From an optimization exercise on the open Yosys and OpenROAD flow, aimed at a short achievable clock period and few clock cycles per item; shortcuts taken in it are not production practice.
Function was checked by simulation only, so behaviour that the tests miss may differ from the original.
Power is estimated from default activity; no workload was simulated.

## the baseline
==> flow/design.v <==
module bcs (
    input  wire       clk,
    input  wire       rst,           
    input  wire       we,
    input  wire [4:0] addr,
    input  wire [7:0] wdata,
    output wire [7:0] rdata,
    input  wire       push_valid,
    input  wire [7:0] push_data,
    output wire       push_ready,
    output wire       pop_valid,
    output wire [7:0] pop_data,
    input  wire       pop_ready
);
    localparam [2:0] PH_IDLE     = 3'd0,
                     PH_LEN_LO   = 3'd1,
                     PH_LEN_HI   = 3'd2,
                     PH_FLAG     = 3'd3,
                     PH_PAYLOAD  = 3'd4,
                     PH_CHECKSUM = 3'd5;
    localparam [1:0] ERR_NONE     = 2'd0,
                     ERR_ILLEGAL  = 2'd1,
                     ERR_BUSY     = 2'd2,
                     ERR_OVERFLOW = 2'd3;
    reg        ovfchk;
    reg [7:0]  flag;
    reg [7:0]  namelen;
    reg [7:0]  htype;
    reg [31:0] plen;
    reg [15:0] hdlen;
    reg [15:0] hparam1;
    reg [15:0] hparam2;
    reg [7:0]  name [0:9];
    reg        plen_b3_nz;   
    reg        plen_b2_nz;   
    reg        plen_b1_ff;   
    reg        plen_b0_fe;   
    reg [1:0]  errcode;
    reg [7:0]  chk;
    reg [15:0] blen;
    reg [2:0]  phase;
    reg        op_enc;       
    reg        op_hblk;      
    reg [31:0] remain;       
    reg [4:0]  idx;          
    reg [7:0]  w_flag;
    reg [7:0]  hrec [0:16];
    reg [7:0]  outbuf;
    reg        outvld;
    reg        done;
    wire busy    = (phase != PH_IDLE) || outvld;
    wire in_pay  = (phase == PH_PAYLOAD) && op_enc;
    wire inrdy   = in_pay && !outvld;
    wire [7:0] status = {phase, outvld, inrdy, (errcode != ERR_NONE), done, busy};
    wire adv = !outvld || pop_ready;
    assign push_ready = in_pay && adv;
    assign pop_valid  = outvld;
    assign pop_data   = outbuf;
    reg [7:0] packed_hdr [0:16];
    integer k;
    always @(*) begin
        packed_hdr[0] = htype;
        for (k = 0; k < 10; k = k + 1)
            packed_hdr[1 + k] = (k < namelen) ? name[k] : 8'h20;
        packed_hdr[11] = hdlen[7:0];
        packed_hdr[12] = hdlen[15:8];
        packed_hdr[13] = hparam1[7:0];
        packed_hdr[14] = hparam1[15:8];
        packed_hdr[15] = hparam2[7:0];
        packed_hdr[16] = hparam2[15:8];
    end
    wire [7:0] rd_src [0:31];
    assign rd_src[5'h00] = 8'h00;
    assign rd_src[5'h01] = status;
    assign rd_src[5'h02] = {6'b0, errcode};
    assign rd_src[5'h03] = {7'b0, ovfchk};
    assign rd_src[5'h04] = flag;
    assign rd_src[5'h05] = namelen;
    assign rd_src[5'h06] = htype;
    assign rd_src[5'h07] = 8'h00;
    assign rd_src[5'h08] = plen[7:0];
    assign rd_src[5'h09] = plen[15:8];
    assign rd_src[5'h0A] = plen[23:16];
    assign rd_src[5'h0B] = plen[31:24];
    assign rd_src[5'h0C] = hdlen[7:0];
    assign rd_src[5'h0D] = hdlen[15:8];
    assign rd_src[5'h0E] = hparam1[7:0];
    assign rd_src[5'h0F] = hparam1[15:8];
    assign rd_src[5'h10] = hparam2[7:0];
    assign rd_src[5'h11] = hparam2[15:8];
    assign rd_src[5'h12] = name[0];
    assign rd_src[5'h13] = name[1];
    assign rd_src[5'h14] = name[2];
    assign rd_src[5'h15] = name[3];
    assign rd_src[5'h16] = name[4];
    assign rd_src[5'h17] = name[5];
    assign rd_src[5'h18] = name[6];
    assign rd_src[5'h19] = name[7];
    assign rd_src[5'h1A] = name[8];
    assign rd_src[5'h1B] = name[9];
    assign rd_src[5'h1C] = chk;
    assign rd_src[5'h1D] = blen[7:0];
    assign rd_src[5'h1E] = blen[15:8];
    assign rd_src[5'h1F] = 8'h00;
    genvar b, i;
    generate
        for (b = 0; b < 8; b = b + 1) begin : g_rd
            wire [15:0] m0;              
            wire [7:0]  m1;              
            wire [3:0]  m2;              
            wire [1:0]  m3;              
            for (i = 0; i < 16; i = i + 1) begin : g_l0
                bcs_mux2i u (.s(addr[0]), .a(~rd_src[2*i][b]), .b(~rd_src[2*i+1][b]), .y(m0[i]));
            end
            for (i = 0; i < 8; i = i + 1) begin : g_l1
                bcs_mux2i u (.s(addr[1]), .a(m0[2*i]), .b(m0[2*i+1]), .y(m1[i]));
            end
            for (i = 0; i < 4; i = i + 1) begin : g_l2
                bcs_mux2i u (.s(addr[2]), .a(m1[2*i]), .b(m1[2*i+1]), .y(m2[i]));
            end
            for (i = 0; i < 2; i = i + 1) begin : g_l3
                bcs_mux2i u (.s(addr[3]), .a(m2[2*i]), .b(m2[2*i+1]), .y(m3[i]));
            end
            bcs_mux2i u_l4 (.s(addr[4]), .a(m3[0]), .b(m3[1]), .y(rdata[b]));
        end
    endgenerate
    wire cmd_wr      = we && (addr == 5'h00);
    wire cmd_legal   = (wdata[7:4] == 4'h0) && (wdata[3:0] <= 4'h4);
    wire plen_ovf    = ovfchk && (plen_b3_nz || plen_b2_nz || (plen_b1_ff && plen_b0_fe));
    wire [15:0] plen_plus2 = plen[15:0] + 16'd2;
    always @(posedge clk) begin
        if (rst) begin
            ovfchk  <= 1'b0;
            flag    <= 8'h00;
            namelen <= 8'd5;
            htype   <= 8'h00;
            plen    <= 32'h0;
            hdlen   <= 16'h0;
            hparam1 <= 16'h0;
            hparam2 <= 16'h0;
            name[0] <= 8'h48;    
            name[1] <= 8'h45;    
            name[2] <= 8'h4C;    
            name[3] <= 8'h4C;    
            name[4] <= 8'h4F;    
            name[5] <= 8'h00;
            name[6] <= 8'h00;
            name[7] <= 8'h00;
            name[8] <= 8'h00;
            name[9] <= 8'h00;
            plen_b3_nz <= 1'b0;
            plen_b2_nz <= 1'b0;
            plen_b1_ff <= 1'b0;
            plen_b0_fe <= 1'b0;
        end else if (we) begin
            case (addr)
                5'h03: ovfchk        <= wdata[0];
                5'h04: flag          <= wdata;
                5'h05: namelen       <= wdata;
                5'h06: htype         <= wdata;
                5'h08: begin
                    plen[7:0]   <= wdata;
                    plen_b0_fe  <= (wdata[7:1] == 7'h7F);
                end
                5'h09: begin
                    plen[15:8]  <= wdata;
                    plen_b1_ff  <= (wdata == 8'hFF);
                end
                5'h0A: begin
                    plen[23:16] <= wdata;
                    plen_b2_nz  <= (wdata != 8'h00);
                end
                5'h0B: begin
                    plen[31:24] <= wdata;
                    plen_b3_nz  <= (wdata != 8'h00);
                end
                5'h0C: hdlen[7:0]    <= wdata;
                5'h0D: hdlen[15:8]   <= wdata;
                5'h0E: hparam1[7:0]  <= wdata;
                5'h0F: hparam1[15:8] <= wdata;
                5'h10: hparam2[7:0]  <= wdata;
                5'h11: hparam2[15:8] <= wdata;
                5'h12: name[0] <= wdata;
                5'h13: name[1] <= wdata;
                5'h14: name[2] <= wdata;
                5'h15: name[3] <= wdata;
                5'h16: name[4] <= wdata;
                5'h17: name[5] <= wdata;
                5'h18: name[6] <= wdata;
                5'h19: name[7] <= wdata;
                5'h1A: name[8] <= wdata;
                5'h1B: name[9] <= wdata;
                default: ;
            endcase
        end
    end
    always @(posedge clk) begin
        if (rst) begin
            errcode <= ERR_NONE;
            chk     <= 8'h00;
            blen    <= 16'h0;
            phase   <= PH_IDLE;
            op_enc  <= 1'b0;
            op_hblk <= 1'b0;
            remain  <= 32'h0;
            idx     <= 5'd0;
            w_flag  <= 8'h00;
            for (k = 0; k < 17; k = k + 1)
                hrec[k] <= 8'h00;
            outbuf  <= 8'h00;
            outvld  <= 1'b0;
            done    <= 1'b0;
        end else begin
            if (!busy) begin
                for (k = 0; k < 17; k = k + 1)
                    hrec[k] <= packed_hdr[k];
                remain <= plen;
                w_flag <= flag;
            end
            if (adv) begin
                outvld <= 1'b0;
                case (phase)
                    PH_LEN_HI: begin
                        outbuf <= blen[15:8];
                        outvld <= 1'b1;
                        phase  <= PH_FLAG;
                    end
                    PH_FLAG: begin
                        outbuf <= op_enc ? w_flag : 8'h00;
                        outvld <= 1'b1;
                        chk    <= op_enc ? w_flag : 8'h00;
                        if (op_enc && remain == 32'h0)
                            phase <= PH_CHECKSUM;
                        else
                            phase <= PH_PAYLOAD;
                    end
                    PH_PAYLOAD: begin
                        if (op_enc) begin
                            if (push_valid) begin
                                outbuf <= push_data;
                                outvld <= 1'b1;
                                chk    <= chk ^ push_data;
                                remain <= remain - 32'd1;
                                if (remain == 32'd1)
                                    phase <= PH_CHECKSUM;
                            end
                        end else begin
                            outbuf <= hrec[idx];
                            outvld <= 1'b1;
                            chk    <= chk ^ hrec[idx];
                            idx    <= idx + 5'd1;
                            if (idx == 5'd16) begin
                                if (op_hblk) begin
                                    phase <= PH_CHECKSUM;
                                end else begin
                                    phase <= PH_IDLE;
                                    done  <= 1'b1;
                                end
                            end
                        end
                    end
                    PH_CHECKSUM: begin
                        outbuf <= chk;
                        outvld <= 1'b1;
                        phase  <= PH_IDLE;
                        done   <= 1'b1;
                    end
                    default: ;
                endcase
            end
            if (cmd_wr) begin
                if (busy) begin
                    errcode <= ERR_BUSY;
                end else if (!cmd_legal) begin
                    errcode <= ERR_ILLEGAL;
                end else begin
                    case (wdata[2:0])
                        3'd1: begin  
                            if (plen_ovf) begin
                                errcode <= ERR_OVERFLOW;
                            end else begin
                                op_enc  <= 1'b1;
                                op_hblk <= 1'b0;
                                blen    <= plen_plus2;
                                chk     <= 8'h00;
                                done    <= 1'b0;
                                outbuf  <= plen_plus2[7:0];
                                outvld  <= 1'b1;
                                phase   <= PH_LEN_HI;
                            end
                        end
                        3'd2: begin  
                            op_enc  <= 1'b0;
                            op_hblk <= 1'b0;
                            idx     <= 5'd1;
                            chk     <= packed_hdr[0];
                            done    <= 1'b0;
                            outbuf  <= packed_hdr[0];
                            outvld  <= 1'b1;
                            phase   <= PH_PAYLOAD;
                        end
                        3'd3: begin  
                            op_enc  <= 1'b0;
                            op_hblk <= 1'b1;
                            idx     <= 5'd0;
                            blen    <= 16'd19;
                            chk     <= 8'h00;
                            done    <= 1'b0;
                            outbuf  <= 8'h13;
                            outvld  <= 1'b1;
                            phase   <= PH_LEN_HI;
                        end
                        3'd4: begin  
                            errcode <= ERR_NONE;
                            done    <= 1'b0;
                        end
                        default: ;  
                    endcase
                end
            end
        end
    end
endmodule
module bcs_mux2i (input wire s, input wire a, input wire b, output wire y);
    assign y = ~(s ? b : a);
endmodule
export LEC_CHECK = 0
export CAP_MARGIN = 20
export CORE_MARGIN = 2
export CORE_UTILIZATION = 40
export PLACE_DENSITY = 0.6
export SETUP_SLACK_MARGIN = 3.2
export SLEW_MARGIN = 20
export SYNTH_HIERARCHICAL = 1
export PRE_IO_PLACEMENT_TCL = /design/flow/flow/io.tcl
create_clock -name core_clock -period 6.0 [get_ports {clk}]
standard.sh (not shown) runs the stock make flow with config.mk's settings and CLKGATE_MAP_FILE= SYNTH_SCRIPT=/design/flow/synth_recipe.tcl, a recipe that flattens the netlist after the stock synthesis.
==> flow/flow/run.sh <==
#!/bin/bash
# The standard layout, with the read-path pins placed together (flow/io.tcl,
# run just before IO placement). Each tool's output goes to ORFS's own logs
# under orfs/logs; standard.sh's output goes to standard.log here.
set -euo pipefail
here=$(pwd)
echo "export PRE_IO_PLACEMENT_TCL = $here/flow/io.tcl" >> "$FLOW_CONFIG"
bash standard.sh > standard.log 2>&1
==> flow/flow/io.tcl <==
# Before IO placement: keep the register window's pins (addr, we, wdata,
# rdata) together in the middle of the left edge, so the configuration
# registers and the read mux sit close to them and the read path (addr to
# rdata) stays short.
set die [ord::get_die_area]
set h [expr {[lindex $die 3] - [lindex $die 1]}]
set lo [expr {int([lindex $die 1] + 0.30 * $h)}]
set hi [expr {int([lindex $die 1] + 0.70 * $h)}]
set win_pins {}
foreach p {addr[4] addr[3] addr[2] addr[1] addr[0] we
           wdata[0] wdata[1] wdata[2] wdata[3] wdata[4] wdata[5] wdata[6] wdata[7]
           rdata[0] rdata[1] rdata[2] rdata[3] rdata[4] rdata[5] rdata[6] rdata[7]} {
  lappend win_pins [get_ports $p]
}
set_io_pin_constraint -pin_names $win_pins -region left:$lo-$hi
Testbench counts of the baseline, summed over its fixed seeds: cycles 47,101, bytes 46,188.
The following lists how the candidate was set up differently from the baseline:
diff --git a/flow/design.v b/flow/design.v
--- a/flow/design.v
+++ b/flow/design.v
@@ -99,32 +99,29 @@
     assign rd_src[5'h1A] = name[8];
     assign rd_src[5'h1B] = name[9];
     assign rd_src[5'h1C] = chk;
     assign rd_src[5'h1D] = blen[7:0];
     assign rd_src[5'h1E] = blen[15:8];
     assign rd_src[5'h1F] = 8'h00;
-    genvar b, i;
+    wire [7:0] grp_sel;                  
+    bcs_dec3 u_grp_dec (.a(addr[4:2]), .y(grp_sel));
+    genvar b, h;
     generate
         for (b = 0; b < 8; b = b + 1) begin : g_rd
-            wire [15:0] m0;              
-            wire [7:0]  m1;              
-            wire [3:0]  m2;              
-            wire [1:0]  m3;              
-            for (i = 0; i < 16; i = i + 1) begin : g_l0
-                bcs_mux2i u (.s(addr[0]), .a(~rd_src[2*i][b]), .b(~rd_src[2*i+1][b]), .y(m0[i]));
-            end
-            for (i = 0; i < 8; i = i + 1) begin : g_l1
-                bcs_mux2i u (.s(addr[1]), .a(m0[2*i]), .b(m0[2*i+1]), .y(m1[i]));
-            end
-            for (i = 0; i < 4; i = i + 1) begin : g_l2
-                bcs_mux2i u (.s(addr[2]), .a(m1[2*i]), .b(m1[2*i+1]), .y(m2[i]));
-            end
-            for (i = 0; i < 2; i = i + 1) begin : g_l3
-                bcs_mux2i u (.s(addr[3]), .a(m2[2*i]), .b(m2[2*i+1]), .y(m3[i]));
-            end
-            bcs_mux2i u_l4 (.s(addr[4]), .a(m3[0]), .b(m3[1]), .y(rdata[b]));
+            wire [7:0] grp_n;            
+            for (h = 0; h < 8; h = h + 1) begin : g_grp
+                wire m01_n, m23_n, m;
+                bcs_mux2i u_m01 (.s(addr[0]), .a(rd_src[4*h+0][b]), .b(rd_src[4*h+1][b]), .y(m01_n));
+                bcs_mux2i u_m23 (.s(addr[0]), .a(rd_src[4*h+2][b]), .b(rd_src[4*h+3][b]), .y(m23_n));
+                bcs_mux2i u_m   (.s(addr[1]), .a(m01_n), .b(m23_n), .y(m));
+                bcs_nand2 u_grp (.a(m), .b(grp_sel[h]), .y(grp_n[h]));
+            end
+            wire lo_n, hi_n;
+            bcs_and4  u_lo (.a(grp_n[0]), .b(grp_n[1]), .c(grp_n[2]), .d(grp_n[3]), .y(lo_n));
+            bcs_and4  u_hi (.a(grp_n[4]), .b(grp_n[5]), .c(grp_n[6]), .d(grp_n[7]), .y(hi_n));
+            bcs_nand2 u_out (.a(lo_n), .b(hi_n), .y(rdata[b]));
         end
     endgenerate
     wire cmd_wr      = we && (addr == 5'h00);
     wire cmd_legal   = (wdata[7:4] == 4'h0) && (wdata[3:0] <= 4'h4);
     wire plen_ovf    = ovfchk && (plen_b3_nz || plen_b2_nz || (plen_b1_ff && plen_b0_fe));
     wire [15:0] plen_plus2 = plen[15:0] + 16'd2;
@@ -321,6 +318,23 @@
         end
     end
 endmodule
 module bcs_mux2i (input wire s, input wire a, input wire b, output wire y);
     assign y = ~(s ? b : a);
 endmodule
+module bcs_dec3 (input wire [2:0] a, output wire [7:0] y);
+    assign y[0] = ~a[2] & ~a[1] & ~a[0];
+    assign y[1] = ~a[2] & ~a[1] &  a[0];
+    assign y[2] = ~a[2] &  a[1] & ~a[0];
+    assign y[3] = ~a[2] &  a[1] &  a[0];
+    assign y[4] =  a[2] & ~a[1] & ~a[0];
+    assign y[5] =  a[2] & ~a[1] &  a[0];
+    assign y[6] =  a[2] &  a[1] & ~a[0];
+    assign y[7] =  a[2] &  a[1] &  a[0];
+endmodule
+module bcs_nand2 (input wire a, input wire b, output wire y);
+    assign y = ~(a & b);
+endmodule
+module bcs_and4 (input wire a, input wire b, input wire c, input wire d,
+                 output wire y);
+    assign y = a & b & c & d;
+endmodule
## What came out
On register area, the candidate and the baseline are basically level. As far as last weighted congestion value of the routability-driven placer is concerned, the candidate and the baseline perform about the same. Count of unique library cells instantiated by Yosys in the candidate is about 2.6% higher than in the baseline. The candidate consumes less power than the baseline does. Design area (the candidate vs. the baseline) decreases by a few percent. The baseline -> the candidate: width of the chip decreased by a few percent. Against the baseline, routed wire length in the candidate came out better. What the candidate reported for buffer count excluding the clock tree in the final layout has to be multiplied by 1.05 to get the figure for the baseline.
Testbench counts of the candidate, summed over its fixed seeds: cycles 47,101, bytes 46,188.

[afterwards: timing with drivers on the ports]
In the flow no input, the clock included, has a driving cell. The finished layouts below were timed again as built, in two steps.
Step 1, drivers: a clkbuf_16 drives clk and a buf_2 each remaining input, both assumed.
Step 2 moves the port delays by t, midway between the first and last clock arrival at a register: inputs arrive t later, outputs are due t later. That takes back most of the time a late clock gives input paths.
a / b / c = ideal ports / drivers / drivers and shift; a / b = the first two.
run	t (ns)	slack for setup (ns)	latest minus earliest clock arrival (ns)	worst slew at a driven data input, ns	cell pins on the clock port's net
the baseline	0.648	2.057 / 1.551 / 1.551	0.028 / 0.028	0.59	1
the candidate	0.667	2.283 / 1.844 / 1.844	0.033 / 0.033	0.51	1
After both steps setup and hold are still met in every run listed. The setup slack of the baseline, which loses most, moves by -0.506 ns with the drivers and by -0.506 ns with both steps.
